Source: an optimization exercise on an open RTL-to-GDS flow (aim: small area and few clock cycles). Production flows keep margins and buffers that such runs may drop.
RTL that was checked went through simulation tests only; none was proved equivalent to the original.
No activity file was given, so power comes from the tool's default toggle rates.

==> inputs of fjord <==
## mec_core
module mec_core (
    input  wire        CLK,
    input  wire        RST,
    input  wire        CMD_VALID,
    output wire        CMD_READY,
    input  wire [15:0] CMD,
    input  wire [63:0] A_VAL,
    input  wire [6:0]  A_LEN,
    input  wire [63:0] B_VAL,
    input  wire [6:0]  B_LEN,
    input  wire [31:0] S0,
    input  wire [31:0] S1,
    input  wire [63:0] BIN,
    output wire [63:0] R_VAL,
    output wire [6:0]  R_LEN,
    output wire [63:0] Q_VAL,
    output wire [6:0]  Q_LEN,
    output wire [31:0] R_SCL,
    output wire [63:0] BOUT,
    output wire [31:0] STATUS
);
Settings: LEC_CHECK=0, ABC_AREA=1, CAP_MARGIN=10, CORE_AREA=2 2 318 318, DIE_AREA=0 0 320 320, SLEW_MARGIN=10; clock period 12.0 ns.
standard.sh (not shown) runs the stock make flow with config.mk's settings and CLKGATE_MAP_FILE= SYNTH_SCRIPT=/design/flow/synth_recipe.tcl, a recipe that flattens the netlist after the stock synthesis.
==> flow/flow/run.sh <==
#!/bin/bash
# Layout flow: the standard ORFS flow, with these changes.
#  - The port buffers are the smallest buffer cell.
#  - Synthesis maps the logic with an area-oriented ABC script, and without
#    the full-adder extraction and fast-adder mapping passes. It is the
#    standard synthesis script otherwise, so the flip-flops come out the same;
#    this is checked against the standard synthesis, and the standard netlist
#    is used if they differ.
#  - Floorplanning only removes synthesis buffers; timing is repaired in
#    the later steps, once the cells are placed.
# Each tool's output goes to a log file in this folder.
set -euo pipefail
W=$(pwd)
F="$W/flow"
R="$W/orfs/results/sky130hd/mec_core/base"
export BUFFER_PORTS_ARGS="-buffer_cell sky130_fd_sc_hd__buf_1"

# reference: the standard synthesis
bash standard.sh synth > std_synth.log 2>&1
cp "$R/1_2_yosys.v" std_1_2_yosys.v

# own synthesis: the standard script with the abc step's script replaced
{
  head -n 1 synth_recipe.tcl
  echo 'proc abc {args} {'
  echo '  set i [lsearch -exact $args -script]'
  echo "  if { \$i >= 0 } { lset args [expr { \$i + 1 }] $F/area.abc }"
  echo '  yosys abc {*}$args'
  echo '}'
  tail -n +2 synth_recipe.tcl
} > own_synth.tcl
sed "s#SYNTH_SCRIPT=[^ ]*synth_recipe.tcl#SYNTH_SCRIPT=$W/own_synth.tcl ADDER_MAP_FILE= SYNTH_OPERATIONS_ARGS=-noshare REMOVE_ABC_BUFFERS=1#" standard.sh > own_standard.sh
rm -f "$R/1_2_yosys.v" "$R/1_2_yosys.sdc" "$R/1_synth.odb" "$R/1_synth.sdc"
bash own_standard.sh synth > own_synth.log 2>&1

flops() { grep -oE '^\s*sky130_fd_sc_hd__(dfxtp|edfxtp|dfrtp|dfstp|dfbbp|sdf[a-z]*|edf[a-z]*|df[a-z]*)_[0-9]+ +[^ ]+' "$1" | sed -E 's/_[0-9]+ +/ /' | sort; }
if ! cmp -s <(flops std_1_2_yosys.v) <(flops "$R/1_2_yosys.v") || [ "$(flops std_1_2_yosys.v | wc -l)" = 0 ]; then
  echo "flip-flops differ from the standard synthesis; using the standard netlist" > own_synth_fallback.log
  rm -f "$R/1_2_yosys.v" "$R/1_2_yosys.sdc" "$R/1_synth.odb" "$R/1_synth.sdc"
  bash standard.sh synth > std_synth2.log 2>&1
fi

bash own_standard.sh > own_flow.log 2>&1
==> flow/flow/area.abc <==
strash
&get -n
&st
&syn3
&synch2
&put
dch -f
amap
&get -n
&st
&syn3
&synch2
&put
dch -f
amap
topo
==> garnet (differences from fjord) <==
--- a/flow/design.v
+++ b/flow/design.v
@@ -79,13 +79,13 @@
     genvar gi;
     reg        busy;
     reg        fault;
     reg [3:0]  fcause;
     reg [2:0]  code;
     reg [3:0]  cause;
-    reg [63:0] d;
+    reg [63:0] d_n;         
     reg [6:0]  r_len;
     reg [6:0]  q_len;
     reg        m_wr;        
     reg        m_scl;       
     reg [3:0]  n_scl;       
     reg [3:0]  l_op;
@@ -325,13 +325,13 @@
             rd_used <= 7'd0;
         else
             rd_used <= c_end;
     end
     always @(posedge CLK) begin
         if (busy && done)
-            d <= d_next;
+            d_n <= ~d_next;
     end
     always @(posedge CLK) begin
         if (RST) begin
             busy   <= 1'b0;
             fault  <= 1'b0;
             fcause <= 4'd0;
@@ -357,12 +357,13 @@
             if (n_code == C_CONTRACT) begin
                 fault  <= 1'b1;
                 fcause <= n_cause;
             end
         end
     end
+    wire [63:0] d    = ~d_n;
     wire [63:0] d_rv = brev(d);
     wire [63:0] r_m  = tmask(r_len);
     assign R_VAL = d    & r_m;
     assign Q_VAL = d_rv & ~brev(r_m) & {64{|q_len}};
     assign BOUT  = d_rv & {64{m_wr}};
     assign R_LEN = r_len;
==> flow/flow/run.sh (replaced) <==
#!/bin/bash
# Layout flow: the standard ORFS flow, with these changes.
#  - The port buffers are the smallest buffer cell.
#  - Synthesis maps the logic with area-oriented ABC scripts (area*.abc),
#    without the full-adder extraction and fast-adder mapping passes, and
#    keeps the smallest netlist. It is the standard synthesis script
#    otherwise, so the flip-flops come out the same; each netlist is checked
#    against the standard synthesis, and the standard netlist is used if
#    none matches.
# Each tool's output goes to a log file in this folder.
set -euo pipefail
W=$(pwd)
F="$W/flow"
R="$W/orfs/results/sky130hd/mec_core/base"
export BUFFER_PORTS_ARGS="-buffer_cell sky130_fd_sc_hd__buf_1"

# reference: the standard synthesis
bash standard.sh synth > std_synth.log 2>&1
cp "$R/1_2_yosys.v" std_1_2_yosys.v
cp "$R/1_2_yosys.sdc" std_1_2_yosys.sdc

flops() { grep -oE '^\s*sky130_fd_sc_hd__(dfxtp|edfxtp|dfrtp|dfstp|dfbbp|sdf[a-z]*|edf[a-z]*|df[a-z]*)_[0-9]+ +[^ ]+' "$1" | sed -E 's/_[0-9]+ +/ /' | sort; }
flops std_1_2_yosys.v > std_flops.txt

# own synthesis, once per ABC script, each in a work folder of its own
own() {
  local n=$1
  local OW="$W/orfs_$n"
  {
    head -n 1 synth_recipe.tcl
    echo 'proc abc {args} {'
    echo '  set i [lsearch -exact $args -script]'
    echo "  if { \$i >= 0 } { lset args [expr { \$i + 1 }] $F/area$n.abc }"
    echo '  yosys abc {*}$args'
    echo '}'
    tail -n +2 synth_recipe.tcl
  } > "own_synth_$n.tcl"
  sed -e "s#SYNTH_SCRIPT=[^ ]*synth_recipe.tcl#SYNTH_SCRIPT=$W/own_synth_$n.tcl ADDER_MAP_FILE= SYNTH_OPERATIONS_ARGS=-noshare#" \
      -e "s#WORK_HOME=[^ ]*#WORK_HOME=$OW#" standard.sh > "own_standard_$n.sh"
  bash "own_standard_$n.sh" synth > "own_synth_$n.log" 2>&1 || return 0
}
for n in 1 2 3 4; do own $n & done
wait

best=""; best_area=""
for n in 1 2 3 4; do
  V="$W/orfs_$n/results/sky130hd/mec_core/base/1_2_yosys.v"
  S="$W/orfs_$n/reports/sky130hd/mec_core/base/synth_stat.txt"
  [ -f "$V" ] && [ -f "$S" ] || continue
  cmp -s std_flops.txt <(flops "$V") || continue
  a=$(grep -E "Chip area" "$S" | awk '{print $NF}')
  echo "area$n.abc: $a" >> own_synth_choice.log
  if [ -z "$best" ] || awk -v a="$a" -v b="$best_area" 'BEGIN{exit !(a < b)}'; then best=$n; best_area=$a; fi
done

if [ -n "$best" ] && [ -s std_flops.txt ]; then
  echo "using area$best.abc" >> own_synth_choice.log
  cp "$W/orfs_$best/results/sky130hd/mec_core/base/1_2_yosys.v" "$R/1_2_yosys.v"
else
  echo "flip-flops differ from the standard synthesis; using the standard netlist" >> own_synth_choice.log
  cp std_1_2_yosys.v "$R/1_2_yosys.v"
fi
cp std_1_2_yosys.sdc "$R/1_2_yosys.sdc"
rm -f "$R/1_synth.odb" "$R/1_synth.sdc"
for n in 1 2 3 4; do rm -rf "$W/orfs_$n/results" "$W/orfs_$n/objects"; done

bash standard.sh > flow.log 2>&1
==> flow/flow/area1.abc (new file) <==
strash
&get -n
&st
&syn3
&synch2
&put
dch -f
amap
&get -n
&st
&syn3
&synch2
&put
dch -f
amap
topo
==> flow/flow/area2.abc (new file) <==
strash
&get -n
&st
&syn3
&synch2
&put
dch -f
amap
topo
==> flow/flow/area3.abc (new file) <==
strash
&get -n
&st
&syn3
&synch2
&put
dch -f
amap
&get -n
&st
&syn3
&synch2
&put
dch -f
amap
&get -n
&st
&syn3
&synch2
&put
dch -f
amap
topo
==> flow/flow/area4.abc (new file) <==
strash
balance
rewrite
refactor
balance
rewrite
rewrite -z
balance
refactor -z
rewrite -z
balance
dch -f
amap
topo
- CORE_AREA: 2 2 318 318 -> default
- CORE_MARGIN: default -> 2
- CORE_UTILIZATION: default -> 30
- DIE_AREA: 0 0 320 320 -> default
- PLACE_DENSITY: default -> 0.5
removed: flow/flow/area.abc
==> zinc (differences from fjord) <==
--- a/flow/design.v
+++ b/flow/design.v
@@ -165,13 +165,13 @@
         end else if (i_read && S0 == 32'd0) begin
             e_code = C_MALFORMED; e_cause = M_EMPTY_SOURCE;
         end else if (i_read && S1 == 32'd0) begin
             e_code = C_MALFORMED; e_cause = M_ZERO_COUNT;
         end
     end
-    wire [6:0]  top_n   = i_cat ? B_LEN : 7'd64 - A_LEN;
+    wire [6:0]  top_n   = i_cat ? B_LEN : (i_clen | i_eq) ? 7'd64 - A_LEN : 7'd0;
     wire [63:0] top_m   = brev(tmask(top_n));
     wire [63:0] b_rev   = brev(B_VAL);
     reg  [63:0] x_in;
     integer xi;
     always @* begin
         for (xi = 0; xi < 64; xi = xi + 1) begin
@@ -235,13 +235,13 @@
     wire [2:0] sc_bot = o_read ? (3'd0 - l_len[5:3]) : 3'd0;
     wire       sc_f;
     wire [5:0] sc_pos;
     mec_scan u_scan (.v(l_x), .t(sc_t), .bot(sc_bot), .found(sc_f), .pos(sc_pos));
     wire       found = sc_f & ~(o_read & rd_used[6]);
     wire [5:0] run   = sc_t - sc_pos;
-    wire [6:0] clen  = {run, 1'b1};
+    wire [6:0] clen  = found ? {run, 1'b1} : 7'd0;
     wire [6:0] c_end = {1'b1, sc_t} - {sc_pos, 1'b0};
     wire       c_ovr = c_end > l_len;    
     wire       rd_last = (l_p == 7'd1);
     wire [6:0] s7 = (o_split | o_read) ? c_end : (l_p & {7{~(o_enc | o_eq)}});
     wire [63:0] rt0 = s7[0] ? {l_x[62:0], l_x[63]}    : l_x;
     wire [63:0] rt1 = s7[1] ? {rt0[61:0], rt0[63:62]} : rt0;
@@ -251,14 +251,14 @@
     wire [63:0] rot = s7[5] ? {rt4[31:0], rt4[63:32]} : rt4;
     wire [63:0] s_m  = tmask(s7);
     wire [63:0] x_rv = brev(l_x);
     wire [63:0] d_rot;
     generate
         for (gi = 0; gi < 64; gi = gi + 1) begin : g_fill
-            wire fill = s_m[gi] ? o_cat : o_split;
-            assign d_rot[gi] = fill ? x_rv[gi] : rot[gi];
+            wire fill = s_m[gi] ? (o_cat | o_align | o_write) : o_split;
+            assign d_rot[gi] = fill ? (x_rv[gi] & (o_cat | o_split)) : rot[gi];
         end
     endgenerate
     wire [4:0]  dk      = l_p[5:1];
     wire [31:0] dk_m    = tmask({2'b00, dk}) >> 0;       
     reg  [31:0] dec_val;
     reg         dec_or;                                   
@@ -358,14 +358,13 @@
                 fault  <= 1'b1;
                 fcause <= n_cause;
             end
         end
     end
     wire [63:0] d_rv = brev(d);
-    wire [63:0] r_m  = tmask(r_len);
-    assign R_VAL = d    & r_m;
-    assign Q_VAL = d_rv & ~brev(r_m) & {64{|q_len}};
+    assign R_VAL = d    & tmask(r_len);
+    assign Q_VAL = d_rv & tmask(q_len);
     assign BOUT  = d_rv & {64{m_wr}};
     assign R_LEN = r_len;
     assign Q_LEN = q_len;
     assign R_SCL = (d[31:0] & {32{m_scl}}) | {28'd0, n_scl};
 endmodule
==> flow/flow/run.sh (replaced) <==
#!/bin/bash
# Layout flow: the standard ORFS flow, with two changes.
#  - The port buffers are the smallest buffer cell.
#  - Synthesis maps the logic with an area-oriented ABC script. It is the
#    standard synthesis script otherwise, so the flip-flops come out the same;
#    this is checked against the standard synthesis, and the standard netlist
#    is used if they differ.
# Each tool's output goes to a log file in this folder.
set -euo pipefail
W=$(pwd)
F="$W/flow"
R="$W/orfs/results/sky130hd/mec_core/base"
export BUFFER_PORTS_ARGS="-buffer_cell sky130_fd_sc_hd__buf_1"

# reference: the standard synthesis
bash standard.sh synth > std_synth.log 2>&1
cp "$R/1_2_yosys.v" std_1_2_yosys.v

# own synthesis: the standard script with the abc step's script replaced
{
  head -n 1 synth_recipe.tcl
  echo 'proc abc {args} {'
  echo '  set i [lsearch -exact $args -script]'
  echo "  if { \$i >= 0 } { lset args [expr { \$i + 1 }] $F/area.abc }"
  echo '  yosys abc {*}$args'
  echo '}'
  tail -n +2 synth_recipe.tcl
} > own_synth.tcl
sed "s#SYNTH_SCRIPT=[^ ]*synth_recipe.tcl#SYNTH_SCRIPT=$W/own_synth.tcl ADDER_MAP_FILE=#" standard.sh > own_standard.sh
rm -f "$R/1_2_yosys.v" "$R/1_2_yosys.sdc" "$R/1_synth.odb" "$R/1_synth.sdc"
bash own_standard.sh synth > own_synth.log 2>&1

flops() { grep -oE '^\s*sky130_fd_sc_hd__(dfxtp|edfxtp|dfrtp|dfstp|dfbbp|sdf[a-z]*|edf[a-z]*|df[a-z]*)_[0-9]+ +[^ ]+' "$1" | sed -E 's/_[0-9]+ +/ /' | sort; }
if ! cmp -s <(flops std_1_2_yosys.v) <(flops "$R/1_2_yosys.v") || [ "$(flops std_1_2_yosys.v | wc -l)" = 0 ]; then
  echo "flip-flops differ from the standard synthesis; using the standard netlist" > own_synth_fallback.log
  rm -f "$R/1_2_yosys.v" "$R/1_2_yosys.sdc" "$R/1_synth.odb" "$R/1_synth.sdc"
  bash standard.sh synth > std_synth2.log 2>&1
fi

bash own_standard.sh > own_flow.log 2>&1
- CORE_AREA: 2 2 318 318 -> default
- CORE_MARGIN: default -> 2
- CORE_UTILIZATION: default -> 30
- DIE_AREA: 0 0 320 320 -> default
==> run notes <==
The lowest routed wire length belongs to garnet, the highest to zinc.
Non-clock buffer count: zinc < garnet < fjord.
Cell count, lowest first: garnet, zinc, fjord.
Register-to-register slack, lowest first: garnet, zinc, fjord.
Clock power, lowest first: garnet, fjord, zinc.
Between zinc and garnet, the lower critical path depth is in garnet (gap 2).
Against fjord, the sequential share of layout area of garnet is higher by 2.3 points.
Testbench counts of garnet, summed over its fixed seeds: cycles 25,591.
For fjord and zinc, only the layout was checked, not whether the RTL still works.

## separate check: timing with driven ports
No port has a modelled driver above. Below, the same layouts with a new extraction and two added sets of constraints. Step 1 (the two cells are an assumption about what drives the block):
set clk [get_ports {CLK}]
set_driving_cell -lib_cell sky130_fd_sc_hd__clkbuf_16 $clk
set_driving_cell -lib_cell sky130_fd_sc_hd__buf_2 [delete_from_list [all_inputs] $clk]
Step 2 times the ports against the registers' clock, not the clock port: input delays grow and output delays shrink by t, the midpoint of the rising clock arrivals with the driver on. Slacks: ideal / step 1 / step 2; pairs: ideal / step 1.
| run | t, ns | setup slack, ns | worst setup path after step 2 | latest minus earliest clock arrival (ns) | worst register clock-pin slew, ns |
|---|---|---|---|---|---|
| fjord | 0.579 | 1.616 / 1.650 / 1.071 | input to register | 0.019 / 0.019 | 0.09 / 0.09 |
| garnet | 0.575 | 1.041 / 1.041 / 1.041 | register to register | 0.019 / 0.019 | 0.09 / 0.09 |
| zinc | 0.592 | 1.400 / 1.400 / 1.400 | register to register | 0.018 / 0.018 | 0.09 / 0.09 |
After both steps every run listed still meets setup and hold. For fjord, which loses most, drivers alone change the setup slack by +0.034 ns; drivers and shift together by -0.545 ns.
